From an optimization exercise on the open Yosys and OpenROAD flow, aimed at small area; shortcuts taken in it are not production practice. RTL that was checked went through simulation tests only; none was proved equivalent to the original. The RTL of runs 4 and 5 was laid out without a check of its function. Power figures rest on the tool's default switching activity, not on a simulated workload.

File: flow/constraint.sdc
create_clock -name core_clock -period 10.0 [get_ports {clk}]
set_input_delay 2.0000 -clock core_clock [delete_from_list [all_inputs] [get_ports {clk}]]
set_output_delay 2.0000 -clock core_clock [all_outputs]
set_load 0.01 [all_outputs]
File: flow/standard.sh
#!/bin/bash
# synth_recipe.tcl (not shown) runs the flow's synth.tcl, then flattens the netlist and writes it again
# the make line also repeats each setting of config.mk as NAME=value (left out here)
make -C /OpenROAD-flow-scripts/flow DESIGN_CONFIG=/design/flow/config.mk WORK_HOME=/design/flow/orfs CLKGATE_MAP_FILE= SYNTH_SCRIPT=/design/flow/synth_recipe.tcl "${@:-finish}"
File: flow/config.mk
export PLATFORM = sky130hd
export DESIGN_NAME = ap2_core
export DESIGN_NICKNAME = ap2_core
export VERILOG_FILES = /design/flow/design.v
export SDC_FILE = /design/flow/constraint.sdc
export NUM_CORES = 4
export LEC_CHECK = 0
export ABC_AREA = 1
export CAP_MARGIN = 20
export CORE_MARGIN = 2
export CORE_UTILIZATION = 45
export GPL_TIMING_DRIVEN = 0
export SLEW_MARGIN = 20
File: flow/flow/run.sh
#!/bin/bash
# Layout flow: the standard ORFS flow (standard.sh: the standard
# synthesis, floorplan, power grid, taps, placement, CTS and routing), with
# knobs that ORFS reads from the environment:
#  - port buffers use the smallest buffer cell (buffer_ports -buffer_cell)
#    instead of the 10 um2 delay buffer ORFS picks on its own; every input
#    and output port still gets its own buffer;
#  - CTS builds the clock tree from small clock buffers and adds no dummy
#    load cells.
# standard.sh's full output goes to standard_make.log here; each ORFS step
# keeps its own log under orfs/logs/.
set -euo pipefail
export BUFFER_PORTS_ARGS="-buffer_cell sky130_fd_sc_hd__buf_1"
export CTS_ARGS="-sink_clustering_enable -repair_clock_nets -dont_use_dummy_load -buf_list {sky130_fd_sc_hd__clkbuf_4 sky130_fd_sc_hd__clkbuf_8}"
bash standard.sh > standard_make.log 2>&1
File: flow/design.v
module ap2_alu (
    input  wire [15:0] s,
    input  wire [15:0] t,
    input  wire [15:0] md,       
    input  wire [10:0] ir,
    input  wire        fill_l,   
    input  wire        fill_r,   
    input  wire        yT, yTL, yTR, yM, yI8, yIS, yI9, y2, yNS, yNA,
    input  wire        xa, xb,
    input  wire        cin,
    output wire [15:0] r,
    output wire        cout
);
    wire [15:0] x = s & ((t & {16{xa}}) | (~t & {16{xb}}));
    wire [15:0] y = ({16{yT}}  & t)
                  | ({16{yTL}} & {t[14:0], fill_l})
                  | ({16{yTR}} & {fill_r, t[15:1]})
                  | ({16{yM}}  & md)
                  | ({16{yI8}} & {8'b0, ir[7:0]})
                  | ({16{yIS}} & {8'b0, ir[10:8], ir[4:0]})
                  | ({16{yI9}} & {7'b0, ir[10:2]})
                  | ({16{yNS}} & ~s & (t | {16{yNA}}))
                  | {14'b0, y2, 1'b0};
    wire [16:0] cy;
    assign cy[0] = cin;
    genvar i;
    generate
        for (i = 0; i < 16; i = i + 1) begin : g_bit
            assign r[i]    = x[i] ^ y[i] ^ cy[i];
            assign cy[i+1] = (x[i] & y[i]) | (cy[i] & (x[i] ^ y[i]));
        end
    endgenerate
    assign cout = cy[16];
endmodule
module ap2_core (
    input  wire        clk,
    input  wire        rst,           
    input  wire        start,         
    input  wire [16:0] image_end,     
    output reg         mem_req,
    output reg         mem_we,
    output wire [15:0] mem_addr,
    output wire [15:0] mem_wdata,
    input  wire [15:0] mem_rdata,
    input  wire        mem_ready,
    output wire        done,          
    output wire [1:0]  stop_reason,   
    output wire [15:0] r0,
    output wire [15:0] r1,
    output wire [15:0] r2,
    output wire [15:0] r3,
    output wire [15:0] r4,
    output wire [15:0] r5,
    output wire [15:0] r6,
    output wire [15:0] r7,
    output wire [15:0] pc_out,
    output wire [15:0] sp_out,
    output wire        flag_c,
    output wire        flag_ov,
    output wire        flag_z,
    output wire        flag_s
);
    localparam [3:0] S_CLR   = 4'd0,
                     S_FETCH = 4'd1,
                     S_HOME  = 4'd2,     
                     S_B     = 4'd4,     
                     S_M     = 4'd5,     
                     S_D     = 4'd6,     
                     S_P     = 4'd7,     
                     S_SHIFT = 4'd8,
                     S_MUL   = 4'd9,
                     S_IDLE  = 4'd12,
                     S_HALT  = 4'd13,    
                     S_RSVD  = 4'd14,    
                     S_END   = 4'd15;    
    reg [143:0] ring;
    reg [15:0]  T, U, ir;
    reg [3:0]   o;
    reg [3:0]   c;
    reg         fc, fov, fz, fs;
    reg [3:0]   st;
    wire [15:0] S = ring[15:0];
    wire [3:0] cls    = ir[15:12];
    wire       is_nop = (ir == 16'h0000);
    wire       is_c0  = (cls == 4'h0) && !is_nop;
    wire       is_jmp = is_c0 && ir[11];
    wire       is_psh = is_c0 && !ir[11] && (ir[1:0] == 2'b01);
    wire       is_pop = is_c0 && !ir[11] && (ir[1:0] == 2'b10);
    wire       is_cmp = is_c0 && !ir[11] && (ir[1:0] == 2'b11);
    wire       is_rsv = is_c0 && !ir[11] && (ir[1:0] == 2'b00);
    wire       is_mov = (cls == 4'h1);
    wire       is_str = (cls == 4'h2);
    wire       is_ldr = (cls == 4'h3);
    wire       is_add = (cls == 4'h4);
    wire       is_sub = (cls == 4'h5);
    wire       is_mul = (cls == 4'h6);
    wire       is_and = (cls == 4'h7);
    wire       is_orr = (cls == 4'h8);
    wire       is_not = (cls == 4'h9);
    wire       is_xor = (cls == 4'hA);
    wire       is_shl = (cls == 4'hC);
    wire       is_ror = (cls == 4'hD);
    wire       is_rol = (cls == 4'hE);
    wire       is_hlt = (cls == 4'hF);
    wire       is_alu = (cls >= 4'h4) && (cls <= 4'hE);
    wire       is_rot = is_ror || is_rol;
    wire       is_shf = (cls >= 4'hB) && (cls <= 4'hE);
    wire       is_two = is_add || is_sub || is_mul || is_and || is_orr || is_xor || is_cmp;
    wire       left   = is_shl || is_rol;
    wire [4:0] k = ir[4:0];
    wire push_ok = (c != 4'd0);
    wire pop_ok  = !c[3];
    wire at_n  = (o == {1'b0, ir[4:2]});
    wire at_m  = (o == {1'b0, ir[7:5]});
    wire at_d  = is_pop ? (o == {2'b00, ir[9:8]}) : (o == {1'b0, ir[10:8]});
    wire at_pc = (o == 4'd8);
    reg jump_taken;
    always @(*) begin
        case (ir[1:0])
            2'b00:   jump_taken = 1'b1;
            2'b01:   jump_taken = fz && !fs;
            2'b10:   jump_taken = !fz && fs;
            default: jump_taken = !fz && !fs;
        endcase
    end
    wire [16:0] bw;
    assign bw[0] = 1'b0;
    genvar gi;
    generate
        for (gi = 0; gi < 16; gi = gi + 1) begin : g_cmp
            assign bw[gi+1] = (!S[gi] && image_end[gi]) || (!(S[gi] ^ image_end[gi]) && bw[gi]);
        end
    endgenerate
    wire at_end = !image_end[16] && !bw[16];
    wire [3:0] o_inc = (o == 4'd8) ? 4'd0 :
                       {o[3] ^ (o[2] & o[1] & o[0]), o[2] ^ (o[1] & o[0]), o[1] ^ o[0], !o[0]};
    wire [3:0] c_inc = {c[3] ^ (c[2] & c[1] & c[0]), c[2] ^ (c[1] & c[0]), c[1] ^ c[0], !c[0]};
    wire [3:0] c_dec = {c[3] ^ !(c[2] | c[1] | c[0]), c[2] ^ !(c[1] | c[0]), c[1] ^ !c[0], !c[0]};
    wire [4:0] k_dec_v = {ir[4] ^ !(ir[3] | ir[2] | ir[1] | ir[0]), ir[3] ^ !(ir[2] | ir[1] | ir[0]),
                          ir[2] ^ !(ir[1] | ir[0]), ir[1] ^ !ir[0], !ir[0]};
    wire [15:0] sp_addr = {1'b1, 5'b0, c[3], {5{!c[3]}}, c[2:0], 1'b0};
    reg        yT, yTL, yTR, yM, yI8, yIS, yI9, y2, yNS, yNA;
    reg        xa, xb, cin;
    wire [15:0] R;
    wire        cout;
    wire fill_l = is_rol && T[15];
    wire fill_r = is_ror && T[0];
    ap2_alu u_alu (
        .s     (S),
        .t     (T),
        .md    (mem_rdata),
        .ir    (ir[10:0]),
        .fill_l(fill_l),
        .fill_r(fill_r),
        .yT    (yT),
        .yTL   (yTL),
        .yTR   (yTR),
        .yM    (yM),
        .yI8   (yI8),
        .yIS   (yIS),
        .yI9   (yI9),
        .y2    (y2),
        .yNS   (yNS),
        .yNA   (yNA),
        .xa    (xa),
        .xb    (xb),
        .cin   (cin),
        .r     (R),
        .cout  (cout)
    );
    wire zero_t = (T == 16'h0000);
    wire sh_out = left ? T[15] : T[0];
    wire k_nz   = (k != 5'd0);
    wire ov_b15 = is_mul ? U[14] : T[15];
    wire ov     = (S[15] == ov_b15) && (R[15] != S[15]);
    reg        rot, t_en, ir_ld, k_dec, k_set, o_set;
    reg        use_sp;
    reg [3:0]  st_n;
    reg        c_up, c_dn;
    reg        fc_we, fov_we, fz_we, fs_we, fl_clr;
    reg        fc_v, fov_v, fs_v;
    always @(*) begin
        rot    = 1'b0;
        t_en   = 1'b0;
        ir_ld  = 1'b0;
        k_dec  = 1'b0;
        k_set  = 1'b0;
        o_set  = 1'b0;
        yT     = 1'b0;
        yTL    = 1'b0;
        yTR    = 1'b0;
        yM     = 1'b0;
        yI8    = 1'b0;
        yIS    = 1'b0;
        yI9    = 1'b0;
        y2     = 1'b0;
        yNS    = 1'b0;
        yNA    = 1'b0;
        xa     = 1'b1;
        xb     = 1'b1;
        cin    = 1'b0;
        mem_req = 1'b0;
        mem_we  = 1'b0;
        use_sp  = 1'b0;
        st_n    = st;
        c_up    = 1'b0;
        c_dn    = 1'b0;
        fc_we   = 1'b0;
        fov_we  = 1'b0;
        fz_we   = 1'b0;
        fs_we   = 1'b0;
        fl_clr  = 1'b0;
        fc_v    = cout;
        fov_v   = ov;
        fs_v    = T[15];
        case (st)
            S_CLR: begin
                xa  = 1'b0;              
                xb  = 1'b0;
                rot = 1'b1;
                if (o == 4'd7)
                    st_n = S_FETCH;
            end
            S_FETCH: begin
                if (!at_pc) begin
                    rot = 1'b1;
                end else begin
                    y2 = 1'b1;           
                    if (at_end) begin
                        st_n = S_HOME;
                    end else begin
                        mem_req = 1'b1;
                        if (mem_ready) begin
                            ir_ld = 1'b1;
                            rot   = 1'b1;
                            st_n  = S_B;
                        end
                    end
                end
            end
            S_HOME: begin
                rot  = 1'b1;             
                st_n = S_END;
            end
            S_B: begin
                if (is_hlt) begin
                    st_n = S_HALT;
                end else if (is_rsv) begin
                    st_n = S_RSVD;
                end else if (is_mov && ir[11]) begin
                    xa   = 1'b0;
                    xb   = 1'b0;
                    yI8  = 1'b1;
                    t_en = 1'b1;
                    st_n = S_D;
                end else if (is_str && ir[11]) begin
                    xa   = 1'b0;
                    xb   = 1'b0;
                    yIS  = 1'b1;
                    t_en = 1'b1;
                    st_n = S_M;
                end else if (is_pop) begin
                    c_up = pop_ok;
                    st_n = pop_ok ? S_M : S_P;
                end else if (is_psh && !push_ok) begin
                    st_n = S_P;
                end else if (is_two || is_str || is_psh) begin
                    if (!at_n) begin
                        rot = 1'b1;
                    end else begin
                        if (is_sub || is_cmp) begin
                            xa  = 1'b0;
                            xb  = 1'b0;
                            yNS = 1'b1;
                            yNA = 1'b1;
                        end
                        t_en = 1'b1;
                        st_n = S_M;
                    end
                end else begin
                    st_n = S_M;
                end
            end
            S_M: begin
                if (is_psh) begin
                    mem_req = 1'b1;
                    mem_we  = 1'b1;
                    use_sp  = 1'b1;
                    if (mem_ready) begin
                        c_dn = 1'b1;
                        st_n = S_P;
                    end
                end else if (is_pop) begin
                    mem_req = 1'b1;
                    use_sp  = 1'b1;
                    xa      = 1'b0;
                    xb      = 1'b0;
                    yM      = 1'b1;
                    if (mem_ready) begin
                        t_en = 1'b1;
                        st_n = S_D;
                    end
                end else if (is_mov || is_ldr || is_str || is_alu || is_cmp) begin
                    if (!at_m) begin
                        rot = 1'b1;
                    end else if (is_mov) begin
                        t_en = 1'b1;         
                        st_n = S_D;
                    end else if (is_ldr) begin
                        mem_req = 1'b1;
                        xa      = 1'b0;
                        xb      = 1'b0;
                        yM      = 1'b1;
                        if (mem_ready) begin
                            t_en = 1'b1;
                            st_n = S_D;
                        end
                    end else if (is_str) begin
                        mem_req = 1'b1;
                        mem_we  = 1'b1;
                        if (mem_ready)
                            st_n = S_P;
                    end else if (is_add || is_sub || is_cmp) begin
                        yT     = 1'b1;
                        cin    = !is_add;
                        t_en   = 1'b1;
                        fc_we  = !is_cmp;
                        fc_v   = cout ^ is_sub;
                        fov_we = !is_cmp;
                        fs_we  = is_cmp;
                        fs_v   = !cout;
                        st_n   = S_D;
                    end else if (is_mul) begin
                        yT    = 1'b1;        
                        fc_we = 1'b1;
                        k_set = 1'b1;
                        st_n  = S_MUL;
                    end else if (is_and || is_orr || is_xor) begin
                        xa   = !is_xor;
                        xb   = !is_and;
                        yNS  = !is_and;
                        t_en = 1'b1;
                        st_n = S_D;
                    end else if (is_not) begin
                        xa   = 1'b0;         
                        xb   = 1'b0;
                        yNS  = 1'b1;
                        yNA  = 1'b1;
                        t_en = 1'b1;
                        st_n = S_D;
                    end else begin           
                        t_en = 1'b1;
                        st_n = S_SHIFT;
                    end
                end else begin
                    st_n = S_P;
                end
            end
            S_SHIFT: begin
                xa     = 1'b0;
                xb     = 1'b0;
                yTL    = left;
                yTR    = !left;
                fc_we  = 1'b1;
                fc_v   = (k_nz || is_rot) && sh_out;
                fov_we = is_shl;
                fov_v  = k_nz && sh_out;
                if (k_nz || is_rot) begin
                    t_en  = 1'b1;
                    k_dec = 1'b1;
                end
                if (!k_nz || is_rot || k == 5'd1)
                    st_n = S_D;
            end
            S_MUL: begin
                xa     = U[15];
                xb     = U[15];
                yTL    = !ir[4];
                t_en   = 1'b1;
                k_dec  = 1'b1;
                if (k == 5'd1) begin
                    fov_we = 1'b1;
                    st_n   = S_D;
                end
            end
            S_D: begin
                if (is_mov || is_ldr || is_pop || is_alu) begin
                    rot = 1'b1;
                    if (at_d) begin
                        xa    = 1'b0;
                        xb    = 1'b0;
                        yT    = 1'b1;
                        fz_we = is_alu;
                        fs_we = is_alu;
                        st_n  = S_P;
                    end
                end else begin
                    fz_we = is_cmp;
                    st_n  = S_P;
                end
            end
            S_P: begin
                if (is_jmp && jump_taken) begin
                    rot = 1'b1;
                    if (at_pc) begin
                        yI9  = 1'b1;
                        st_n = S_FETCH;
                    end
                end else begin
                    st_n = S_FETCH;
                end
            end
            default: begin  
                if (start) begin
                    st_n   = S_CLR;
                    o_set  = 1'b1;
                    fl_clr = 1'b1;
                end
            end
        endcase
    end
    always @(posedge clk) begin
        if (rot)
            ring <= {R, ring[143:16]};
        if (t_en)
            T <= R;
        U <= (st == S_MUL) ? {U[14:0], U[15]} : T;
        if (ir_ld)
            ir <= mem_rdata;
        else if (k_set)
            ir[4:0] <= 5'd16;
        else if (k_dec)
            ir[4:0] <= k_dec_v;
        if (o_set)
            o <= 4'd8;
        else if (rot)
            o <= o_inc;
        if (fl_clr)
            c <= 4'd8;
        else if (c_up)
            c <= c_inc;
        else if (c_dn)
            c <= c_dec;
        if (fl_clr || fc_we)
            fc <= fc_v && !fl_clr;
        if (fl_clr || fov_we)
            fov <= fov_v && !fl_clr;
        if (fl_clr || fz_we)
            fz <= zero_t && !fl_clr;
        if (fl_clr || fs_we)
            fs <= fs_v && !fl_clr;
        if (rst)
            st <= S_IDLE;
        else
            st <= st_n;
    end
    assign mem_addr  = use_sp ? sp_addr : S;
    assign mem_wdata = T;
    assign done        = st[3] && st[2] && (st[1] || st[0]);
    assign stop_reason = st[1:0];
    assign r0      = ring[15:0];
    assign r1      = ring[31:16];
    assign r2      = ring[47:32];
    assign r3      = ring[63:48];
    assign r4      = ring[79:64];
    assign r5      = ring[95:80];
    assign r6      = ring[111:96];
    assign r7      = ring[127:112];
    assign pc_out  = ring[143:128];
    assign sp_out  = sp_addr;
    assign flag_c  = fc;
    assign flag_ov = fov;
    assign flag_z  = fz;
    assign flag_s  = fs;
endmodule
==> results of run 1 <==
==> flip-flops by register name, summed over array words and instances, names as in the netlist <==
register,cells
ring,144
fov,1
fz,1
fc,1
fs,1
st,4
c,4
ir,16
T,16
U,16
o,4
==> critical path: cells and delay by family (launching register included) <==
family / cells / cell delay, ns
flip-flops: 1 / 0.42
adder cells (fa/ha/maj): 17 / 6.26
buffers and inverters: 8 / 0.85
AND/OR/NAND/NOR: 8 / 0.91
AO/OA/AOI/OAI: 4 / 1.04
==> repair_timing <==
item,in CTS,in global routing
setup endpoints to repair,5,3
buffers inserted,5,35
hold buffers,0,0
pin swaps,1,31
gates cloned,0,0
gates resized for setup,12,35
==> Yosys cell counts, drive strengths merged <==
cell	number	area [um^2]
nand4	4	31.3
buf	19	141
ha	21	263
nand3	39	215
inv	138	528
xor2	6	52.6
o41ai	2	25.0
edfxtp	180	5410
a21boi	1	11.3
a32oi	1	8.76
a221oi	18	158
nor3	11	60.1
or2	2	12.5
o211ai	21	163
a211oi	1	7.51
a221o	1	10.0
conb	2	7.51
clkbuf	11	41.3
a21oi	42	221
nor2	87	373
o221ai	5	50.0
o31ai	4	30.0
dfxtp	28	561
a2111oi	1	15.0
o311ai	2	17.5
a311oi	2	17.5
fa	16	320
nor4	9	77.6
o2111ai	9	78.8
or3	1	6.26
nand2	155	597
o22ai	11	68.8
a31oi	3	18.8
xnor2	1	8.76
o21ai	74	404
==> kinds of logic (layout without fill, tap and decap cells) <==
family,Yosys count,count (layout),share of synthesized area
flip-flops,208,208,0.596
adder cells (fa/ha/maj),37,37,0.0583
other,2,7,0.000751
AND/OR/NAND/NOR,308,308,0.137
AO/OA/AOI/OAI,198,198,0.130
buffers and inverters,168,475,0.0710
XOR/XNOR,7,7,0.00613
==> metrics by stage <==
| step | total power [mW] | util |
|---|---|---|
| 2_1_floorplan | 2.68 | - |
| 3_3_place_gp | 3.30 | 0.515 |
| 3_5_place_dp | 3.30 | 0.518 |
| 4_1_cts | 3.97 | 0.544 |
| 5_1_grt | 4.31 | 0.563 |
| 6_report | 4.03 | 0.563 |
==> power by group through the flow <==
stage	clock network [mW]	logic, mW	registers, mW
final	0.616	1.61	1.81
after global routing	0.665	1.78	1.86
after CTS	0.637	1.52	1.81
after detailed placement	0	1.48	1.82
after global placement	0	1.45	1.85
after floorplan	0	0.742	1.94
==> layer usage <==
metal	vias up	track usage	part of all wire
met5	-	0	0
met4	0	0.0657	0.023
met3	44	0.0615	0.071
met2	283	0.400	0.47
met1	3829	0.332	0.43
li1	3854	-	-
==> cell type report <==
class | count | area (um^2)
clock buffer | 36 | 495
multi-input combinational | 557 | 3540
timing repair buffer | 273 | 1230
buffer | 28 | 170
sequential | 208 | 5970
fill | 2006 | 9540
tap | 280 | 350
inverter | 138 | 538
==> worst paths after layout <==
check / startpoint / endpoint / slack [ns] / cells after the start
hold / removal: U[10]$_DFF_P_ / U[11]$_DFF_P_ / 0.43 / 2
setup / recovery: ir[1]$_DFFE_PP_ / fov$_DFFE_PP_ / 0.27 / 37
setup reg to reg: ir[1]$_DFFE_PP_ / fov$_DFFE_PP_ / 0.27 / 37
hold reg to reg: U[10]$_DFF_P_ / U[11]$_DFF_P_ / 0.43 / 2
==> reports/metrics.yaml, run 1 <==
period_share: 0.973
grt_pass1_vias: 7793
diodes: 0
place_area_mm2: 0.0113
p_seq_frac: 0.448
hold_viol_final: 0
fin_nets: 1316
start_util: 0.458
wirelength_um: 29500
core_region_area_mm2: 0.0218
ir_worst_vdd_mv: 0.194
p_comb_frac: 0.400
clk_pin_slew_ns: 0.06
fin_skew_ns: 0.0329
ys_types: 55
vias_per_cell: 5.27
hold_path_class: "register to register"
p_leak_nw: 4.61
final_cell_mix: "buf_1, edfxtp_1, nand2_1, inv_1, nor2_1"
clockBufferDepth: 3
wl_per_cell_um: 19.4
place_congestion: 0.946
yosysSeqAreaShare: 0.596
period_needed_ns: 9.73
gr-total-overflow: 0
syn_inst: 928
cts_sinks: 208
drtAntennaViolNets: 0
worst_hold_slack_ns: 0.431
final_common_cell: "buf_1"
drc_errors: 0
slew_violations: 0
die_h_um: 153
post-place-ws_ns: -0.585
p_clk_frac: 0.153
ios: 238
cap_violations: 0
final_cells: 1520
cp.arrival_ns: 10.03
tightest_slew_ns: 0.864
cpPeakStageDelay_ns: 0.50
cp_max_fo: 7
slew_headroom: 0.420
cts_htree_levels: 2
syn_to_final_growth_pct: 22.8
avgSynthCellArea_um2: 10.8
rows: 54
power.density_mw_per_mm2: 328
grt_max_degree: 83
num_vias: 8010
setup-tns-final_ns: 0
dp.final_hpwl_um: 22100
p_sw_frac: 0.403
tritoncts: "yes"
layout-drive-gt1-share: 0.142
layout.cell_area.non_filler_mm2: 0.0123
antenna_found_initial: 0
drt_first_pass_iters: 5
setup_violations: 0
path_common_cell: "fa_2"
crit_type: "register to register"
required_ns: 10.30
io_buffers: 230
yosys_warnings: 1
grt_pass1_wl_um: 44800
first_iter_violations: 554
die_x_um: 153
status: "finished clean"
cts_buffers: 36
synth_seq_cells: 208
grt.total_usage: 0.246
netlist_area_mm2: 0.0100
clock_latency_ns: 0.52
dp_cells: 1446
die_area_mm2: 0.0234
slowest_stage: "fa_2"
crit_path_start_kind: "register"
fmax_ghz: 0.103
p_int_mw: 2.41
cp-end-kind: "register"
p_switching_mw: 1.63
cts_root_buffer: "clkbuf_8"
layout_setup_ws_ns: 0.271
==> run 2, diff against run 1 <==
--- a/flow/design.v
+++ b/flow/design.v
@@ -22,14 +22,27 @@
                   | ({16{yNS}} & ~s & (t | {16{yNA}}))
                   | {14'b0, y2, 1'b0};
-    wire [16:0] cy;
+    wire [12:0] cy;
     assign cy[0] = cin;
     genvar i;
     generate
-        for (i = 0; i < 16; i = i + 1) begin : g_bit
+        for (i = 0; i < 12; i = i + 1) begin : g_bit
             assign r[i]    = x[i] ^ y[i] ^ cy[i];
             assign cy[i+1] = (x[i] & y[i]) | (cy[i] & (x[i] ^ y[i]));
         end
     endgenerate
-    assign cout = cy[16];
+    wire [4:0] c0, c1;
+    wire [3:0] s0, s1;
+    assign c0[0] = 1'b0;
+    assign c1[0] = 1'b1;
+    generate
+        for (i = 0; i < 4; i = i + 1) begin : g_hi
+            assign s0[i]   = x[12+i] ^ y[12+i] ^ c0[i];
+            assign c0[i+1] = (x[12+i] & y[12+i]) | (c0[i] & (x[12+i] ^ y[12+i]));
+            assign s1[i]   = x[12+i] ^ y[12+i] ^ c1[i];
+            assign c1[i+1] = (x[12+i] & y[12+i]) | (c1[i] & (x[12+i] ^ y[12+i]));
+        end
+    endgenerate
+    assign r[15:12] = cy[12] ? s1 : s0;
+    assign cout     = cy[12] ? c1[4] : c0[4];
 endmodule
 module ap2_core (
@@ -82,11 +95,10 @@
     wire [15:0] S = ring[15:0];
     wire [3:0] cls    = ir[15:12];
-    wire       is_nop = (ir == 16'h0000);
-    wire       is_c0  = (cls == 4'h0) && !is_nop;
+    wire       is_c0  = (cls == 4'h0);
     wire       is_jmp = is_c0 && ir[11];
     wire       is_psh = is_c0 && !ir[11] && (ir[1:0] == 2'b01);
     wire       is_pop = is_c0 && !ir[11] && (ir[1:0] == 2'b10);
     wire       is_cmp = is_c0 && !ir[11] && (ir[1:0] == 2'b11);
-    wire       is_rsv = is_c0 && !ir[11] && (ir[1:0] == 2'b00);
+    wire       is_rsv = is_c0 && !ir[11] && (ir[1:0] == 2'b00) && (ir[10:2] != 9'd0);
     wire       is_mov = (cls == 4'h1);
     wire       is_str = (cls == 4'h2);
--- a/flow/flow/run.sh
+++ b/flow/flow/run.sh
@@ -12,4 +12,4 @@
 set -euo pipefail
 export BUFFER_PORTS_ARGS="-buffer_cell sky130_fd_sc_hd__buf_1"
-export CTS_ARGS="-sink_clustering_enable -repair_clock_nets -dont_use_dummy_load -buf_list {sky130_fd_sc_hd__clkbuf_4 sky130_fd_sc_hd__clkbuf_8}"
+export CTS_ARGS="-sink_clustering_enable -repair_clock_nets -dont_use_dummy_load -buf_list {sky130_fd_sc_hd__clkbuf_8} -sink_clustering_size 20 -sink_clustering_max_diameter 60"
 bash standard.sh > standard_make.log 2>&1
==> run 2 against run 1 <==
Net effect: sequential share of layout area increased by 2.3 points; sequential power decreased by 2%; total power fell by 7.9%; fmax increased by 1.7%; synthesized cell count rose by 1.7%; first-iteration DRC count up 8.1%; clock skew rose by 0.046 ns; die area hardly changed; combinational power decreased by 5%; clock power down 31%; worst hold slack worse by 0.0086 ns; flip-flop and latch count unchanged; largest power group unchanged.
==> reports/metrics.yaml, run 2 <==
status: "finished clean"
synth-async-reset-ratio: 0  # unchanged
required_ns: 10.28  # -0.02 ns
regToRegEndpoint: "fov$_DFFE_PP_"
cts_sinks: 208  # unchanged
reg2reg_slack_ns: 0.43  # +0.16 ns
yosysSeqAreaShare: 0.596  # about the same
fin_nets: 1289  # -2.1%
ys_types: 57  # +3.6%
avgSynthCellArea_um2: 10.6  # -1.7%
rsz0062_at_grt: "no"
cts_root_buffer: "clkbuf_8"
crit_type: "register to register"
num_vias: 7943  # -0.84%
power.density_mw_per_mm2: 317  # -3.4%
setup-tns-final_ns: 0  # unchanged
synth-edff-count: 180  # unchanged
post-synth-top-count-cell: "edfxtp_1"
cp_max_fo: 10  # +3
diodes: 0  # unchanged
yosys-top-cells-count: "edfxtp_1, inv_1, nand2_1, nor2_1, o21ai_0"
timing.rr.start: "ir[14]$_DFFE_PP_"
layout-drive-gt1-share: 0.0916  # -0.0504
cts_htree_levels: 1  # -1
ios: 238  # unchanged
core_region_area_mm2: 0.0218  # unchanged
grt.total_usage: 0.240  # -0.00646
drc_errors: 0  # unchanged
p_leak_nw: 4.43  # -4.1%
grt_pass1_wl_um: 44000  # -1.9%
final_common_cell: "buf_1"
top_register: "ring"
synth_top_flop_cell: "edfxtp_1"
path_common_cell: "fa_2"
cap_violations: 0  # unchanged
antenna_found_initial: 0  # unchanged
clock_latency_ns: 0.55  # +0.03 ns
place_congestion: 0.913  # -3.4%
clk_pin_slew_ns: 0.10  # +0.04 ns
syn_to_final_growth_pct: 17.1
start_util: 0.459  # about the same
synth_seq_cells: 208  # unchanged
nFillCells: 2047  # +2.0%
period_share: 0.957  # -0.0163
drtAntennaViolNets: 0  # unchanged
crit_buf_inv: 7  # -1
hold_viol_final: 0  # unchanged
synth_top_area_share: 0.540  # about the same
grt_pass1_vias: 7668  # -1.6%
slowest_stage: "fa_1"
crit_path_start_kind: "register"
hold_path_class: "register to register"
io_buffers: 229  # -0.43%
cp_top_family: "adder cells"
dp.final_hpwl_um: 21800  # -1.4%
fmax_ghz: 0.105  # +1.7%
yosys_warnings: 1  # unchanged
final_cell_mix: "buf_1, edfxtp_1, inv_1, nand2_1, nor2_1"
first_iter_violations: 599  # +8.1%
utilization: 0.537  # -0.0259
wirelength_um: 28900  # -2.1%
drt_first_pass_iters: 5  # unchanged
die_area_mm2: 0.0234  # about the same
clockBufferDepth: 3  # unchanged
cp.arrival_ns: 9.85  # -0.18 ns
crit_path_end: "fov$_DFFE_PP_"
slew_violations: 0  # unchanged
setup_violations: 0  # unchanged
netlist_area_mm2: 0.0100  # about the same
die_h_um: 153  # about the same
reg2regPathDepth: 35  # -5.4%
cts_hold_buf: 0  # unchanged
fin_skew_ns: 0.0792  # +0.0463 ns
die_x_um: 153  # about the same
cpPeakStageDelay_ns: 0.50  # about the same
grt_max_degree: 102  # +23%
tritoncts: "yes"
synthTopCellsByArea: "edfxtp_1, dfxtp_1, inv_1"
rows: 54  # unchanged
worstSetupStartpoint: "ir[14]$_DFFE_PP_"
period_needed_ns: 9.57  # -0.163 ns
slew_headroom: 0.506  # +0.0864
syn_inst: 944  # +1.7%
power_mw: 3.72  # -7.9%
vias_per_cell: 5.32  # +1.0%
ir_worst_vdd_mv: 0.200  # +3.1%
gr-total-overflow: 0  # unchanged
path_depth: 35  # -5.4%
largest_reg_flops: 144  # unchanged
tightest_slew_ns: 0.731  # -0.132 ns
yosysTopAreaCell: "edfxtp_1"
cp-end-kind: "register"
cts_buffers: 18  # -50%
wl_per_cell_um: 19.3  # -0.24%
-- run 2: changes by cell type after synthesis, sizes merged, moves of 7 or more --
cell,change
inv,+15
nand3,+7
a31oi,+13
nand2,-24
nor2,+9
o211ai,-10
-- run 2: final cells by class --
type | instances | area [um^2] | share of cell area
Clock buffer | 18 | 248 | 0.0211
Timing Repair Buffer | 245 | 1000 | 0.0853
Tap cell | 280 | 350 | 0.0299
Inverter | 154 | 582 | 0.0496
Multi-Input combinational cell | 557 | 3390 | 0.289
Sequential cell | 208 | 5970 | 0.509
Buffer | 30 | 184 | 0.0157
-- run 2: cells by family (layout without fill, tap and decap cells) --
logic type,count (synthesis),after routing,share of synthesized area
compound gates,197,197,0.122
xor+xnor,6,6,0.00525
fa+ha+maj,38,38,0.0588
buf+inv,184,447,0.0760
flops,208,208,0.596
other cells,2,7,0.000750
simple gates,309,309,0.141
-- run 2: power by group --
group          internal [mW]  leakage, nW  total, mW  switching [mW]
Clock                  0.162        0.129      0.422           0.261
Combinational          0.449         2.39       1.53            1.08
Sequential              1.55         1.91       1.77           0.221
-- run 2: worst register-to-register path, delay by kind of cell, from the launching register on --
| family | cells | cell delay (ns) |
|---|---|---|
| flip-flops | 1 | 0.44 |
| AO/OA/AOI/OAI | 5 | 0.69 |
| buffers and inverters | 7 | 0.73 |
| AND/OR/NAND/NOR | 8 | 1.48 |
| adder cells (fa/ha/maj) | 15 | 6.00 |
-- run 2: worst min path at each step --
stage / start / to / slack (ns) / cells after the start
2_1_floorplan: U[9]$_DFF_P_ / U[10]$_DFF_P_ / 0.41 / 2
3_3_place_gp: U[12]$_DFF_P_ / U[13]$_DFF_P_ / 0.41 / 2
3_5_place_dp: U[9]$_DFF_P_ / U[10]$_DFF_P_ / 0.42 / 2
4_1_cts: ring[112]$_DFFE_PP_ / ring[96]$_DFFE_PP_ / 0.42 / 0
5_1_grt: ring[112]$_DFFE_PP_ / ring[96]$_DFFE_PP_ / 0.43 / 0
6_report: ring[115]$_DFFE_PP_ / ring[99]$_DFFE_PP_ / 0.42 / 0
-- run 2: stage by stage --
stage	hold WS (ns)	std cells	worst slack (ns)	area (um^2)
detailed placement	0.416	1459	-0.571	11300
global placement	0.408	1458	-0.585	11200
global route	0.427	1492	0.0349	11700
CTS	0.423	1487	0.0308	11700
finish	0.422	1492	0.434	11700
floorplan	0.406	949	0.764	10000
-- run 2: repair_timing --
action,CTS,global route
setup buffers,10,5
gates resized for setup,16,7
endpoints found under the setup margin,3,3
pin swaps,7,6
-- run 2: routing by layer --
| metal | global-route usage | share of wire | up-vias |
|---|---|---|---|
| li1 | - | - | 3807 |
| met1 | 0.329 | 0.43 | 3739 |
| met2 | 0.381 | 0.46 | 345 |
| met3 | 0.0556 | 0.077 | 52 |
| met4 | 0.0741 | 0.031 | 0 |
| met5 | 0 | 0 | - |
==> run 3, diff against run 2 <==
--- a/flow/flow/run.sh
+++ b/flow/flow/run.sh
@@ -12,4 +12,4 @@
 set -euo pipefail
 export BUFFER_PORTS_ARGS="-buffer_cell sky130_fd_sc_hd__buf_1"
-export CTS_ARGS="-sink_clustering_enable -repair_clock_nets -dont_use_dummy_load -buf_list {sky130_fd_sc_hd__clkbuf_8} -sink_clustering_size 20 -sink_clustering_max_diameter 60"
+export CTS_ARGS="-sink_clustering_enable -repair_clock_nets -dont_use_dummy_load -buf_list {sky130_fd_sc_hd__clkbuf_8} -sink_clustering_size 24 -sink_clustering_max_diameter 50"
 bash standard.sh > standard_make.log 2>&1
==> run 3 against run 2 <==
Net effect: still clean; die area unchanged; fmax decreased by 0.29%; final cell count increased by 0.34%; critical path depth unchanged; global-route usage increased by 0.086 points; total power increased by 1.7%; routed wire length increased by 0.32%; clock skew increased by 0.025 ns; largest power group unchanged.
==> reports/metrics.yaml, run 3 <==
period_share: 0.959  # +0.00275
multi_input_area_mm2: 0.00339  # unchanged
p_comb_frac: 0.403  # -0.008
power.density_mw_per_mm2: 320  # +1.1%
vias_per_cell: 5.32  # about the same
cap_violations: 0  # unchanged
synth-edff-count: 180  # unchanged
cp-end-kind: "register"
path_common_cell: "fa_2"
yosysTopAreaCell: "edfxtp_1"
clockBufferDepth: 3  # unchanged
synth_top_flop_cell: "edfxtp_1"
ys_types: 57  # unchanged
die_h_um: 153  # unchanged
worst_hold_slack_ns: 0.419  # -0.00373 ns
synthXorXnorAreaFrac: 0.00525  # unchanged
cts_buffers: 24  # +6
cts_htree_levels: 1  # unchanged
drtAntennaViolNets: 0  # unchanged
dp.final_hpwl_um: 21800  # unchanged
synthSimpleGateAreaFrac: 0.141  # unchanged
yosysSeqAreaShare: 0.596  # unchanged
tightest_slew_ns: 0.724  # -0.00782 ns
gr-total-overflow: 0  # unchanged
slew_violations: 0  # unchanged
cpPeakStageDelay_ns: 0.50  # about the same
netlist_area_mm2: 0.0100  # unchanged
crit_path_start_kind: "register"
cts_sinks: 208  # unchanged
final_common_cell: "buf_1"
ios: 238  # unchanged
hold_viol_final: 0  # unchanged
p_seq_frac: 0.468  # -0.008
clock_latency_ns: 0.58  # +0.03 ns
fin_nets: 1294  # +0.39%
hold_path_class: "register to register"
die_area_mm2: 0.0234  # unchanged
clk_pin_slew_ns: 0.10  # about the same
grt_pass1_wl_um: 44100  # +0.31%
tritoncts: "yes"
drt_first_pass_iters: 5  # unchanged
rsz0062_at_grt: "no"
fin_skew_ns: 0.104  # +0.0250 ns
synthMuxAreaShare: 0  # unchanged
antenna_found_initial: 0  # unchanged
p_int_mw: 2.21  # +2.3%
p_sw_frac: 0.416  # -0.00322
syn_inst: 944  # unchanged
io_buffers: 229  # unchanged
synth_top_family_by_area: "simple AND/OR/NAND/NOR gates"
cts_root_buffer: "clkbuf_8"
p_leak_nw: 4.46  # +0.85%
nFillCells: 2034  # -0.64%
first_iter_violations: 676  # +13%
p_switching_mw: 1.57  # +0.95%
place_congestion: 0.913  # unchanged
ir_worst_vdd_mv: 0.176  # -12%
yosys-top-cells-count: "edfxtp_1, inv_1, nand2_1, nor2_1, o21ai_0"
synth_compound_area_frac: 0.122  # unchanged
power_mw: 3.78  # +1.7%
layout.cell_area.non_filler_mm2: 0.0118  # +0.62%
post-synth-top-count-cell: "edfxtp_1"
final_cell_mix: "buf_1, edfxtp_1, inv_1, nand2_1, nor2_1"
place_area_mm2: 0.0113  # unchanged
required_ns: 10.30  # +0.02 ns
drc_errors: 0  # unchanged
grt.total_usage: 0.240  # +0.000859
synth_top_area_share: 0.540  # unchanged
core_region_area_mm2: 0.0218  # unchanged
fmax_ghz: 0.104  # -0.29%
die_x_um: 153  # unchanged
synth-async-reset-ratio: 0  # unchanged
yosys.area_share.adder: 0.0588  # unchanged
largest_reg_flops: 144  # unchanged
crit_type: "register to register"
avgSynthCellArea_um2: 10.6  # unchanged
p_clk_frac: 0.129  # +0.015
slew_headroom: 0.516  # +0.00962
setup_violations: 0  # unchanged
start_util: 0.459  # unchanged
wl_per_cell_um: 19.3  # about the same
slowest_stage: "fa_1"
cp.arrival_ns: 9.90  # +0.05 ns
regArea_mm2: 0.00597  # unchanged
utilization: 0.540  # +0.00333
rows: 54  # unchanged
grt_pass1_vias: 7731  # +0.82%
synthTopCellsByArea: "edfxtp_1, dfxtp_1, inv_1"
synth_seq_cells: 208  # unchanged
status: "finished clean"
period_needed_ns: 9.59  # +0.0275 ns
cp_max_fo: 10  # unchanged
syn_to_final_growth_pct: 17.9
num_vias: 7971  # +0.35%
layout-drive-gt1-share: 0.0953  # +0.00373
grt_max_degree: 102  # unchanged
top_register: "ring"
yosys_warnings: 1  # unchanged
diodes: 0  # unchanged
wirelength_um: 29000  # +0.32%
-- run 3: cell counts after synthesis --
Identical to the previous run, type by type.
-- run 3: layout make-up --
class | instances | share of cell area
plain buffers | 30 | 0.0154
clock buffers | 24 | 0.0280
inverters | 154 | 0.0493
multi-input cells | 557 | 0.288
flip-flops and latches | 208 | 0.506
well taps | 280 | 0.0297
repair buffers | 244 | 0.0841
-- run 3: power by group through the flow --
stage	clock (mW)	combinational (mW)	sequential, mW
6_report	0.487	1.52	1.77
5_1_grt	0.530	1.70	1.82
4_1_cts	0.503	1.53	1.77
3_5_place_dp	0	1.49	1.78
3_3_place_gp	0	1.47	1.79
2_1_floorplan	0	0.756	1.90
-- run 3: metal layers --
metal | vias up | track usage | share of wire
met5 | - | 0 | 0
met4 | 0 | 0.0802 | 0.034
met3 | 55 | 0.0624 | 0.080
met2 | 341 | 0.377 | 0.46
met1 | 3754 | 0.328 | 0.43
li1 | 3821 | - | -
-- run 3: final timing paths --
path / endpoint / slack, ns / from / cells past startpoint
worst max-delay path: fov$_DFFE_PP_ / 0.41 / ir[14]$_DFFE_PP_ / 35
worst min-delay path: ring[98]$_DFFE_PP_ / 0.42 / ring[114]$_DFFE_PP_ / 0
worst max register to register: fov$_DFFE_PP_ / 0.41 / ir[14]$_DFFE_PP_ / 35
worst min register to register: ring[98]$_DFFE_PP_ / 0.42 / ring[114]$_DFFE_PP_ / 0
-- run 3: per-stage QoR --
stage | TNS, ns | worst slack (ns) | instances
CTS | 0 | 0.0514 | 1492
floorplan | 0 | 0.764 | 949
finish | 0 | 0.406 | 1497
detailed placement | -0.820 | -0.571 | 1459
global placement | -0.930 | -0.585 | 1458
global route | 0 | 0.00123 | 1497
-- run 3: cell families (layout without fill, tap and decap cells) --
| kind of cell | after synthesis | in the layout |
|---|---|---|
| fa+ha+maj | 38 | 38 |
| compound gates | 197 | 197 |
| simple gates | 309 | 309 |
| buf+inv | 184 | 452 |
| other cells | 2 | 7 |
| flops | 208 | 208 |
| xor+xnor | 6 | 6 |
-- run 3: repair_timing --
item                                   CTS  global route
resized for setup                       15             7
buffers inserted                         9             5
setup endpoints to repair                3             3
hold buffers                             0             0
endpoints found under the hold margin    0             0
pin swaps                                7             6
-- run 3: critical path, delay by kind of cell (launching register included) --
kind / cells / cell delay (ns)
AO/OA/AOI/OAI: 5 / 0.69
adder cells (fa/ha/maj): 15 / 5.99
buffers and inverters: 7 / 0.72
flip-flops: 1 / 0.45
AND/OR/NAND/NOR: 8 / 1.47
==> run 4, diff against run 3 <==
--- a/flow/design.v
+++ b/flow/design.v
@@ -76,5 +76,4 @@
     localparam [3:0] S_CLR   = 4'd0,
                      S_FETCH = 4'd1,
-                     S_HOME  = 4'd2,     
                      S_B     = 4'd4,     
                      S_M     = 4'd5,     
@@ -186,5 +185,5 @@
     wire ov_b15 = is_mul ? U[14] : T[15];
     wire ov     = (S[15] == ov_b15) && (R[15] != S[15]);
-    reg        rot, t_en, ir_ld, k_dec, k_set, o_set;
+    reg        rot, wsel, t_en, ir_ld, k_dec, k_set, o_set;
     reg        use_sp;
     reg [3:0]  st_n;
@@ -193,23 +192,86 @@
     reg        fc_v, fov_v, fs_v;
     always @(*) begin
-        rot    = 1'b0;
-        t_en   = 1'b0;
-        ir_ld  = 1'b0;
-        k_dec  = 1'b0;
-        k_set  = 1'b0;
-        o_set  = 1'b0;
-        yT     = 1'b0;
-        yTL    = 1'b0;
-        yTR    = 1'b0;
-        yM     = 1'b0;
-        yI8    = 1'b0;
-        yIS    = 1'b0;
-        yI9    = 1'b0;
-        y2     = 1'b0;
-        yNS    = 1'b0;
-        yNA    = 1'b0;
-        xa     = 1'b1;
-        xb     = 1'b1;
-        cin    = 1'b0;
+        yT  = 1'b0;
+        yTL = 1'b0;
+        yTR = 1'b0;
+        yM  = 1'b0;
+        yI8 = 1'b0;
+        yIS = 1'b0;
+        yI9 = 1'b0;
+        y2  = 1'b0;
+        yNS = 1'b0;
+        yNA = 1'b0;
+        xa  = 1'b1;
+        xb  = 1'b1;
+        cin = 1'b0;
+        case (st)
+            S_CLR: begin                 
+                xa = 1'b0;
+                xb = 1'b0;
+            end
+            S_FETCH: y2 = 1'b1;          
+            S_B: begin
+                if (is_mov) begin        
+                    xa  = 1'b0;
+                    xb  = 1'b0;
+                    yI8 = 1'b1;
+                end else if (is_str && ir[11]) begin  
+                    xa  = 1'b0;
+                    xb  = 1'b0;
+                    yIS = 1'b1;
+                end else if (is_sub || is_cmp) begin  
+                    xa  = 1'b0;
+                    xb  = 1'b0;
+                    yNS = 1'b1;
+                    yNA = 1'b1;
+                end
+            end
+            S_M: begin
+                if (is_pop || is_ldr) begin  
+                    xa = 1'b0;
+                    xb = 1'b0;
+                    yM = 1'b1;
+                end else if (is_add || is_sub || is_cmp || is_mul) begin
+                    yT  = 1'b1;
+                    cin = is_sub || is_cmp;
+                end else if (is_and || is_orr || is_xor) begin
+                    xa  = !is_xor;
+                    xb  = !is_and;
+                    yNS = !is_and;
+                end else if (is_not) begin
+                    xa  = 1'b0;
+                    xb  = 1'b0;
+                    yNS = 1'b1;
+                    yNA = 1'b1;
+                end
+            end
+            S_SHIFT: begin
+                xa  = 1'b0;
+                xb  = 1'b0;
+                yTL = left;
+                yTR = !left;
+            end
+            S_MUL: begin
+                xa  = U[15];
+                xb  = U[15];
+                yTL = !ir[4];
+            end
+            S_D: begin                   
+                xa = 1'b0;
+                xb = 1'b0;
+                yT = 1'b1;
+            end
+            S_P: yI9 = 1'b1;             
+            default: ;
+        endcase
+    end
+    always @(*) begin
+        rot     = 1'b0;
+        wsel    = 1'b0;
+        t_en    = 1'b0;
+        ir_ld   = 1'b0;
+        k_dec   = 1'b0;
+        k_set   = 1'b0;
+        o_set   = 1'b0;
         mem_req = 1'b0;
         mem_we  = 1'b0;
@@ -228,7 +290,6 @@
         case (st)
             S_CLR: begin
-                xa  = 1'b0;              
-                xb  = 1'b0;
-                rot = 1'b1;
+                rot  = 1'b1;
+                wsel = 1'b1;
                 if (o == 4'd7)
                     st_n = S_FETCH;
@@ -237,22 +298,17 @@
                 if (!at_pc) begin
                     rot = 1'b1;
+                end else if (at_end) begin
+                    rot  = 1'b1;         
+                    st_n = S_END;
                 end else begin
-                    y2 = 1'b1;           
-                    if (at_end) begin
-                        st_n = S_HOME;
-                    end else begin
-                        mem_req = 1'b1;
-                        if (mem_ready) begin
-                            ir_ld = 1'b1;
-                            rot   = 1'b1;
-                            st_n  = S_B;
-                        end
+                    mem_req = 1'b1;
+                    if (mem_ready) begin
+                        ir_ld = 1'b1;
+                        rot   = 1'b1;
+                        wsel  = 1'b1;
+                        st_n  = S_B;
                     end
                 end
             end
-            S_HOME: begin
-                rot  = 1'b1;             
-                st_n = S_END;
-            end
             S_B: begin
                 if (is_hlt) begin
@@ -260,16 +316,7 @@
                 end else if (is_rsv) begin
                     st_n = S_RSVD;
-                end else if (is_mov && ir[11]) begin
-                    xa   = 1'b0;
-                    xb   = 1'b0;
-                    yI8  = 1'b1;
-                    t_en = 1'b1;
-                    st_n = S_D;
-                end else if (is_str && ir[11]) begin
-                    xa   = 1'b0;
-                    xb   = 1'b0;
-                    yIS  = 1'b1;
-                    t_en = 1'b1;
-                    st_n = S_M;
+                end else if ((is_mov || is_str) && ir[11]) begin
+                    t_en = 1'b1;         
+                    st_n = is_mov ? S_D : S_M;
                 end else if (is_pop) begin
                     c_up = pop_ok;
@@ -278,14 +325,7 @@
                     st_n = S_P;
                 end else if (is_two || is_str || is_psh) begin
-                    if (!at_n) begin
-                        rot = 1'b1;
-                    end else begin
-                        if (is_sub || is_cmp) begin
-                            xa  = 1'b0;
-                            xb  = 1'b0;
-                            yNS = 1'b1;
-                            yNA = 1'b1;
-                        end
-                        t_en = 1'b1;
+                    rot = 1'b1;
+                    if (at_n) begin
+                        t_en = 1'b1;     
                         st_n = S_M;
                     end
@@ -295,73 +335,35 @@
             end
             S_M: begin
-                if (is_psh) begin
-                    mem_req = 1'b1;
-                    mem_we  = 1'b1;
-                    use_sp  = 1'b1;
-                    if (mem_ready) begin
-                        c_dn = 1'b1;
-                        st_n = S_P;
-                    end
-                end else if (is_pop) begin
+                if (is_psh || is_pop) begin
                     mem_req = 1'b1;
+                    mem_we  = is_psh;
                     use_sp  = 1'b1;
-                    xa      = 1'b0;
-                    xb      = 1'b0;
-                    yM      = 1'b1;
                     if (mem_ready) begin
-                        t_en = 1'b1;
-                        st_n = S_D;
+                        c_dn = is_psh;
+                        t_en = is_pop;
+                        st_n = is_psh ? S_P : S_D;
                     end
                 end else if (is_mov || is_ldr || is_str || is_alu || is_cmp) begin
                     if (!at_m) begin
                         rot = 1'b1;
-                    end else if (is_mov) begin
-                        t_en = 1'b1;         
-                        st_n = S_D;
-                    end else if (is_ldr) begin
+                    end else if (is_ldr || is_str) begin
                         mem_req = 1'b1;
-                        xa      = 1'b0;
-                        xb      = 1'b0;
-                        yM      = 1'b1;
+                        mem_we  = is_str;
                         if (mem_ready) begin
-                            t_en = 1'b1;
-                            st_n = S_D;
+                            t_en = is_ldr;
+                            st_n = is_ldr ? S_D : S_P;
                         end
-                    end else if (is_str) begin
-                        mem_req = 1'b1;
-                        mem_we  = 1'b1;
-                        if (mem_ready)
-                            st_n = S_P;
-                    end else if (is_add || is_sub || is_cmp) begin
-                        yT     = 1'b1;
-                        cin    = !is_add;
+                    end else if (is_mul) begin
+                        fc_we = 1'b1;    
+                        k_set = 1'b1;
+                        st_n  = S_MUL;
+                    end else begin
                         t_en   = 1'b1;
-                        fc_we  = !is_cmp;
+                        fc_we  = is_add || is_sub;
                         fc_v   = cout ^ is_sub;
-                        fov_we = !is_cmp;
+                        fov_we = is_add || is_sub;
                         fs_we  = is_cmp;
                         fs_v   = !cout;
-                        st_n   = S_D;
-                    end else if (is_mul) begin
-                        yT    = 1'b1;        
-                        fc_we = 1'b1;
-                        k_set = 1'b1;
-                        st_n  = S_MUL;
-                    end else if (is_and || is_orr || is_xor) begin
-                        xa   = !is_xor;
-                        xb   = !is_and;
-                        yNS  = !is_and;
-                        t_en = 1'b1;
-                        st_n = S_D;
-                    end else if (is_not) begin
-                        xa   = 1'b0;         
-                        xb   = 1'b0;
-                        yNS  = 1'b1;
-                        yNA  = 1'b1;
-                        t_en = 1'b1;
-                        st_n = S_D;
-                    end else begin           
-                        t_en = 1'b1;
-                        st_n = S_SHIFT;
+                        st_n   = is_shf ? S_SHIFT : S_D;
                     end
                 end else begin
@@ -370,8 +372,4 @@
             end
             S_SHIFT: begin
-                xa     = 1'b0;
-                xb     = 1'b0;
-                yTL    = left;
-                yTR    = !left;
                 fc_we  = 1'b1;
                 fc_v   = (k_nz || is_rot) && sh_out;
@@ -386,9 +384,6 @@
             end
             S_MUL: begin
-                xa     = U[15];
-                xb     = U[15];
-                yTL    = !ir[4];
-                t_en   = 1'b1;
-                k_dec  = 1'b1;
+                t_en  = 1'b1;
+                k_dec = 1'b1;
                 if (k == 5'd1) begin
                     fov_we = 1'b1;
@@ -400,7 +395,5 @@
                     rot = 1'b1;
                     if (at_d) begin
-                        xa    = 1'b0;
-                        xb    = 1'b0;
-                        yT    = 1'b1;
+                        wsel  = 1'b1;
                         fz_we = is_alu;
                         fs_we = is_alu;
@@ -416,5 +409,5 @@
                     rot = 1'b1;
                     if (at_pc) begin
-                        yI9  = 1'b1;
+                        wsel = 1'b1;
                         st_n = S_FETCH;
                     end
@@ -434,5 +427,5 @@
     always @(posedge clk) begin
         if (rot)
-            ring <= {R, ring[143:16]};
+            ring <= {wsel ? R : S, ring[143:16]};
         if (t_en)
             T <= R;
==> run 4 against run 3 <==
Net effect: still clean on timing, DRC and antenna; via count grew 0.26%; register-to-register slack is essentially flat; sequential share of layout area grew 0.11 points; synthesized area grew 0.16%; global-route usage grew 0.98 points; first-iteration DRC count is the same; clock skew grew 0.020 ns; final area shrank 0.22%; critical path type unchanged; critical endpoint unchanged.
==> reports/metrics.yaml, run 4 <==
status: "finished clean"
wirelength_um: 29900  # +3.1%
regToRegEndpoint: "fov$_DFFE_PP_"
first_iter_violations: 676  # unchanged
syn_inst: 940  # -0.42%
cts_buffers: 24  # unchanged
synth-edff-count: 180  # unchanged
synth-async-reset-ratio: 0  # unchanged
yosysSeqAreaShare: 0.595  # -0.000967
ys_types: 50  # -12%
start_util: 0.459  # +0.000745
reg2reg_slack_ns: 0.42  # about the same
synthXorXnorAreaFrac: 0.00699  # +0.00174
die_h_um: 153  # about the same
multi_input_area_mm2: 0.00340  # +0.15%
hold_path_class: "register to register"
period_share: 0.958  # -0.00104
yosys-top-cells-count: "edfxtp_1, inv_1, nand2_1, nor2_1, o21ai_0"
layout-drive-gt1-share: 0.0872  # -0.00811
slew_headroom: 0.364  # -0.152
grt_max_degree: 90  # -12%
power.density_mw_per_mm2: 328  # +2.3%
final_cells: 1484  # -0.87%
nFillCells: 2039  # +0.25%
wl_per_cell_um: 20.1  # +4.0%
cpPeakStageDelay_ns: 0.59  # +0.09 ns
cts_sinks: 208  # unchanged
synthMuxAreaShare: 0  # unchanged
dp_cells: 1456  # -0.21%
drc_errors: 0  # unchanged
die_area_mm2: 0.0235  # +0.16%
place_area_mm2: 0.0113  # +0.39%
yosys_warnings: 1  # unchanged
syn_to_final_growth_pct: 17.4
slew_violations: 0  # unchanged
cts_root_buffer: "clkbuf_8"
path_common_cell: "fa_1"
slowest_stage: "fa_2"
yosysTopAreaCell: "edfxtp_1"
diodes: 0  # unchanged
setup_violations: 0  # unchanged
min_from: "U[7]$_DFF_P_"
worstHoldPathCells: 2  # +2
cap_violations: 0  # unchanged
rows: 54  # unchanged
cp_max_fo: 10  # unchanged
ir_worst_vdd_mv: 0.251  # +43%
hold_viol_final: 0  # unchanged
crit_path_start_kind: "register"
tightest_slew_ns: 0.952  # +0.228 ns
synth_top_area_share: 0.539  # -0.000877
required_ns: 10.22  # -0.08 ns
place_congestion: 0.935  # +2.3%
die_x_um: 153  # about the same
synth_compound_area_frac: 0.135  # +0.0124
period_needed_ns: 9.58  # -0.0104 ns
core_region_area_mm2: 0.0218  # unchanged
final_common_cell: "buf_1"
drtAntennaViolNets: 0  # unchanged
num_vias: 7992  # +0.26%
synth_seq_cells: 208  # unchanged
cts_htree_levels: 1  # unchanged
p_leak_nw: 4.37  # -2.0%
crit_buf_inv: 6  # -1
grt_pass1_vias: 7822  # +1.2%
gr-total-overflow: 0  # unchanged
dp.final_hpwl_um: 22800  # +4.7%
tritoncts: "yes"
synthSimpleGateAreaFrac: 0.125  # -0.0153
grt_pass1_wl_um: 45400  # +2.8%
crit_path_end: "fov$_DFFE_PP_"
reg2regPathDepth: 33  # -5.7%
post-synth-top-count-cell: "edfxtp_1"
synthTopCellsByArea: "edfxtp_1, dfxtp_1, inv_1"
layout.cell_area.non_filler_mm2: 0.0118  # -0.22%
cp_top_family: "adder cells"
clockBufferDepth: 3  # unchanged
grt.total_usage: 0.250  # +0.00985
synth_top_flop_cell: "edfxtp_1"
final_cell_mix: "buf_1, edfxtp_1, inv_1, nand2_1, nor2_1"
clk_pin_slew_ns: 0.09  # about the same
fin_skew_ns: 0.124  # +0.0197 ns
fmax_ghz: 0.104  # +0.11%
crit_type: "register to register"
regArea_mm2: 0.00597  # unchanged
cp.arrival_ns: 9.80  # -0.10 ns
io_buffers: 230  # +0.44%
path_depth: 33  # -5.7%
clock_latency_ns: 0.60  # +0.02 ns
timing.rr.start: "ir[14]$_DFFE_PP_"
ios: 238  # unchanged
vias_per_cell: 5.39  # +1.1%
drt_first_pass_iters: 5  # unchanged
fin_nets: 1281  # -1.0%
rsz0062_at_grt: "no"
largest_reg_flops: 144  # unchanged
yosys.area_share.adder: 0.0587  # -0.0000954
cp-end-kind: "register"
avgSynthCellArea_um2: 10.7  # +0.59%
antenna_found_initial: 0  # unchanged
synth_top_family_by_area: "compound AO/OA/AOI/OAI gates"
worstSetupStartpoint: "ir[14]$_DFFE_PP_"
top_register: "ring"
netlist_area_mm2: 0.0100  # +0.16%
## run 4: cell families (layout without fill, tap and decap cells)
family                   after synthesis  in the layout
AND/OR/NAND/NOR                      290            290
AO/OA/AOI/OAI                        209            209
flip-flops                           208            208
buffers and inverters                185            444
adder cells (fa/ha/maj)               38             38
XOR/XNOR                               8              8
other                                  2              7
## run 4: metrics by stage
stage	util	power, mW	TNS, ns	worst slack [ns]	hold WS, ns
2_1_floorplan	-	2.71	0	1.00	0.406
3_3_place_gp	0.516	3.34	-0.436	-0.229	0.410
3_5_place_dp	0.519	3.35	-0.476	-0.253	0.419
4_1_cts	0.534	3.85	0	0.0319	0.411
5_1_grt	0.539	4.12	0	0.0121	0.424
6_report	0.539	3.86	0	0.416	0.413
## run 4: where the power goes
part,internal (mW),switching [mW],total [mW]
Clock,0.212,0.278,0.490
Sequential,1.50,0.231,1.73
Combinational,0.490,1.14,1.63
Total,2.21,1.65,3.86
## run 4: layout make-up
| cell class | instances | share of cell area |
|---|---|---|
| Multi-Input combinational cell | 552 | 0.289 |
| Timing Repair Buffer | 237 | 0.0795 |
| Tap cell | 280 | 0.0298 |
| Inverter | 152 | 0.0488 |
| Sequential cell | 208 | 0.507 |
| Clock buffer | 24 | 0.0281 |
| Buffer | 31 | 0.0182 |
## run 4: worst min-delay path: stages, from the launching register on
cell and delay, ns:
dfxtp_1 0.31, nand2_1 0.04, o21ai_0 0.06
## run 4: how the worst min path moves through the flow
stage                                    end
after floorplan                U[10]$_DFF_P_
after global placement          U[5]$_DFF_P_
after detailed placement        U[5]$_DFF_P_
after CTS                       U[1]$_DFF_P_
after global routing      ring[79]$_DFFE_PP_
final                           U[8]$_DFF_P_
## run 4: metal layers
layer | routed length, um | vias up | track usage | share of wire
met3 | 2690 | 66 | 0.0590 | 0.090
met1 | 12400 | 3747 | 0.341 | 0.41
li1 | - | 3778 | - | -
met4 | 1320 | 0 | 0.105 | 0.044
met5 | 0 | - | 0 | 0
met2 | 13500 | 401 | 0.386 | 0.45
## run 4: what timing repair did
| action | CTS | global route |
|---|---|---|
| hold buffers | 0 | 0 |
| setup endpoints to repair | 4 | 4 |
| buffers inserted | 0 | 6 |
| gates resized for setup | 6 | 19 |
| pin swaps | 0 | 1 |
==> run 5, diff against run 4 <==
--- a/flow/flow/run.sh
+++ b/flow/flow/run.sh
@@ -12,4 +12,4 @@
 set -euo pipefail
 export BUFFER_PORTS_ARGS="-buffer_cell sky130_fd_sc_hd__buf_1"
-export CTS_ARGS="-sink_clustering_enable -repair_clock_nets -dont_use_dummy_load -buf_list {sky130_fd_sc_hd__clkbuf_8} -sink_clustering_size 24 -sink_clustering_max_diameter 50"
+export CTS_ARGS="-sink_clustering_enable -repair_clock_nets -dont_use_dummy_load -buf_list {sky130_fd_sc_hd__clkbuf_4} -sink_clustering_size 10 -sink_clustering_max_diameter 30"
 bash standard.sh > standard_make.log 2>&1
==> run 5 against run 4 <==
Net effect: still clean on timing, DRC and antenna; flip-flop and latch count stayed put; worst hold slack is essentially flat; fmax fell by 0.42%; clock-buffer cell count increased by 21.
==> reports/metrics.yaml, run 5 <==
status: "finished clean"
yosys-top-cells-count: "edfxtp_1, inv_1, nand2_1, nor2_1, o21ai_0"
fin_nets: 1304  # +1.8%
yosysSeqAreaShare: 0.595  # unchanged
grt_pass1_vias: 7938  # +1.5%
wirelength_um: 30100  # +0.87%
reg2reg_slack_ns: 0.38  # -0.04 ns
cpPeakStageDelay_ns: 0.61  # +0.02 ns
synth-edff-count: 180  # unchanged
synth-async-reset-ratio: 0  # unchanged
antenna_found_initial: 1  # +1
regToRegEndpoint: "fov$_DFFE_PP_"
crit_path_start_kind: "register"
dp.final_hpwl_um: 22800  # unchanged
vias_per_cell: 5.39  # about the same
p_comb_frac: 0.425  # about the same
worstHoldPathCells: 0  # -2
hold_viol_final: 0  # unchanged
place_congestion: 0.935  # unchanged
post-place-ws_ns: -0.253  # unchanged
grt.total_usage: 0.254  # +0.00337
ir_worst_vdd_mv: 0.250  # -0.38%
cap_violations: 0  # unchanged
period_needed_ns: 9.62  # +0.0402 ns
grt_pass1_wl_um: 45900  # +1.1%
grt_max_degree: 90  # unchanged
final_cells: 1508  # +1.6%
slew_violations: 0  # unchanged
tritoncts: "yes"
p_seq_frac: 0.448  # -0.002
cp.arrival_ns: 9.96  # +0.16 ns
reg2regPathDepth: 33  # unchanged
avgSynthCellArea_um2: 10.7  # unchanged
syn_to_final_growth_pct: 17.6
rsz0062_at_grt: "no"
p_sw_frac: 0.431  # +0.00226
slowest_stage: "fa_2"
clockBufferDepth: 3  # unchanged
syn_inst: 940  # unchanged
clock_latency_ns: 0.67  # +0.07 ns
ys_types: 50  # unchanged
p_clk_frac: 0.127  # about the same
first_iter_violations: 658  # -2.7%
start_util: 0.459  # unchanged
core_region_area_mm2: 0.0218  # unchanged
cts_sinks: 208  # unchanged
gr-total-overflow: 0  # unchanged
fmax_ghz: 0.104  # -0.42%
die_x_um: 153  # unchanged
cts_htree_levels: 2  # +1
final_common_cell: "buf_1"
netlist_area_mm2: 0.0100  # unchanged
yosys_warnings: 1  # unchanged
regArea_mm2: 0.00597  # unchanged
fin_skew_ns: 0.0858  # -0.0382 ns
min_to: "ring[44]$_DFFE_PP_"
drc_errors: 0  # unchanged
cp-end-kind: "register"
synth_seq_cells: 208  # unchanged
drt_first_pass_iters: 5  # unchanged
top_register: "ring"
num_vias: 8129  # +1.7%
p_int_mw: 2.21  # about the same
crit_type: "register to register"
wl_per_cell_um: 20.0  # -0.74%
setup_violations: 0  # unchanged
nFillCells: 2052  # +0.64%
cp_max_fo: 10  # unchanged
multi_input_area_mm2: 0.00339  # -0.15%
required_ns: 10.34  # +0.12 ns
slew_headroom: 0.364  # about the same
synth_top_area_share: 0.539  # unchanged
path_common_cell: "fa_1"
clk_pin_slew_ns: 0.08  # about the same
power.density_mw_per_mm2: 329  # +0.27%
layout-drive-gt1-share: 0.103  # +0.0155
rows: 54  # unchanged
io_buffers: 230  # unchanged
post-synth-top-count-cell: "edfxtp_1"
min_from: "ring[60]$_DFFE_PP_"
layout_setup_ws_ns: 0.376  # -0.0402 ns
dp_cells: 1456  # unchanged
synthTopCellsByArea: "edfxtp_1, dfxtp_1, inv_1"
synth_top_flop_cell: "edfxtp_1"
ios: 238  # unchanged
p_switching_mw: 1.67  # +0.95%
tightest_slew_ns: 0.952  # +0.000332 ns
worstSetupStartpoint: "ir[14]$_DFFE_PP_"
cts_root_buffer: "clkbuf_4"
yosysTopAreaCell: "edfxtp_1"
die_area_mm2: 0.0235  # unchanged
die_h_um: 153  # unchanged
drtAntennaViolNets: 0  # unchanged
cts_buffers: 45  # +88%
hold_path_class: "register to register"
final_cell_mix: "buf_1, edfxtp_1, inv_1, nand2_1, nor2_1"
largest_reg_flops: 144  # unchanged
period_share: 0.962  # +0.00402
timing.rr.start: "ir[14]$_DFFE_PP_"
p_leak_nw: 4.42  # +1.1%
-- run 5: cell counts after synthesis --
Identical to the previous run, type by type.
-- run 5: worst max path at each step --
stage | slack (ns) | depth (start not counted) | end
2_1_floorplan | 1.00 | 24 | fov$_DFFE_PP_
3_3_place_gp | -0.23 | 32 | fc$_DFFE_PP_
3_5_place_dp | -0.25 | 34 | fov$_DFFE_PP_
4_1_cts | 0.03 | 37 | fov$_DFFE_PP_
5_1_grt | 0.008 | 33 | fov$_DFFE_PP_
6_report | 0.38 | 33 | fov$_DFFE_PP_
-- run 5: final cells by class --
cell class | count | share of cell area
clock buffer | 45 | 0.0287
buffer | 31 | 0.0179
antenna | 1 | 0.000212
sequential | 208 | 0.506
multi-input combinational | 552 | 0.288
timing repair buffer | 239 | 0.0807
inverter | 152 | 0.0487
tap | 280 | 0.0297
-- run 5: critical path: cells and delay by family, from the launching register on --
kind                       cells  cell delay, ns
buffers and inverters          6            0.72
AOI/OAI and AO/OA              5            0.60
DFF                            1            0.47
and+or+nand+nor                7            1.09
adders and majority gates     15            6.46
-- run 5: kinds of logic (layout without fill, tap and decap cells) --
kind of cell,after synthesis,count (layout),share of synthesized area
flip-flops,208,208,0.595
AND/OR/NAND/NOR,290,290,0.125
buffers and inverters,185,467,0.0783
AO/OA/AOI/OAI,209,209,0.135
adder cells (fa/ha/maj),38,38,0.0587
XOR/XNOR,8,8,0.00699
other,2,8,0.000749
-- run 5: what timing repair did --
action / in CTS / in global routing
hold buffers: 0 / 0
setup buffers: 0 / 8
hold endpoints to repair: 0 / 0
pin swaps: 0 / 1
endpoints found under the setup margin: 3 / 4
resized for setup: 4 / 18
-- run 5: power groups by stage --
stage                     Sequential [mW]  Combinational [mW]  Clock [mW]
after floorplan                      1.85               0.859           0
after global placement               1.77                1.56           0
after detailed placement             1.74                1.60           0
after CTS                            1.73                1.62       0.513
after global routing                 1.78                1.82       0.548
final                                1.74                1.65       0.493
-- run 5: layer usage --
metal	part of all wire	wire length [um]	GRT usage
met5	0	0	0
met1	0.41	12400	0.342
met4	0.038	1130	0.101
met3	0.095	2850	0.0658
met2	0.46	13700	0.395
-- run 5: per-stage QoR --
stage / TNS (ns) / cell area (um^2) / total power [mW] / hold slack, ns / utilization
final: 0 / 11800 / 3.88 / 0.413 / 0.540
after global routing: 0 / 11800 / 4.15 / 0.419 / 0.540
after CTS: 0 / 11700 / 3.86 / 0.422 / 0.535
after detailed placement: -0.476 / 11300 / 3.35 / 0.419 / 0.519
after global placement: -0.436 / 11300 / 3.34 / 0.410 / 0.516
after floorplan: 0 / 10000 / 2.71 / 0.406 / -

## what the ideal ports hide
The flow's constraints put no driver on any port. The routed layouts listed below were extracted and timed again, unchanged, in two steps.
Step 1: set_driving_cell puts a clkbuf_16 on clk and a buf_2 on each other input, an assumption about the parent block.
Step 2 adds t to the input delays and takes it off the output delays; t is the mean of the earliest and latest rising clock arrival at the registers after step 1. Input paths then give back, and output paths get back, about the clock's delay inside the block.
Slacks: ideal / step 1 / step 2; pairs: ideal / step 1.
run | t (ns) | setup WS [ns] | worst setup path at the end | clock arrival spread, ns | worst slew at a driven data input, ns
run 1 | 0.547 | 0.271 / 0.271 / 0.271 | register to register | 0.033 / 0.033 | 0.06
run 2 | 0.549 | 0.434 / 0.434 / 0.434 | register to register | 0.080 / 0.079 | 0.07
run 3 | 0.575 | 0.406 / 0.406 / 0.406 | register to register | 0.104 / 0.104 | 0.08
run 4 | 0.578 | 0.416 / 0.416 / 0.237 | input to register | 0.126 / 0.127 | 0.06
run 5 | 0.671 | 0.376 / 0.376 / 0.207 | input to register | 0.085 / 0.086 | 0.06
After both steps every run listed still meets setup and hold. The setup slack of run 4, which loses most, moves by 0.000 ns with the drivers and by -0.179 ns with both steps.
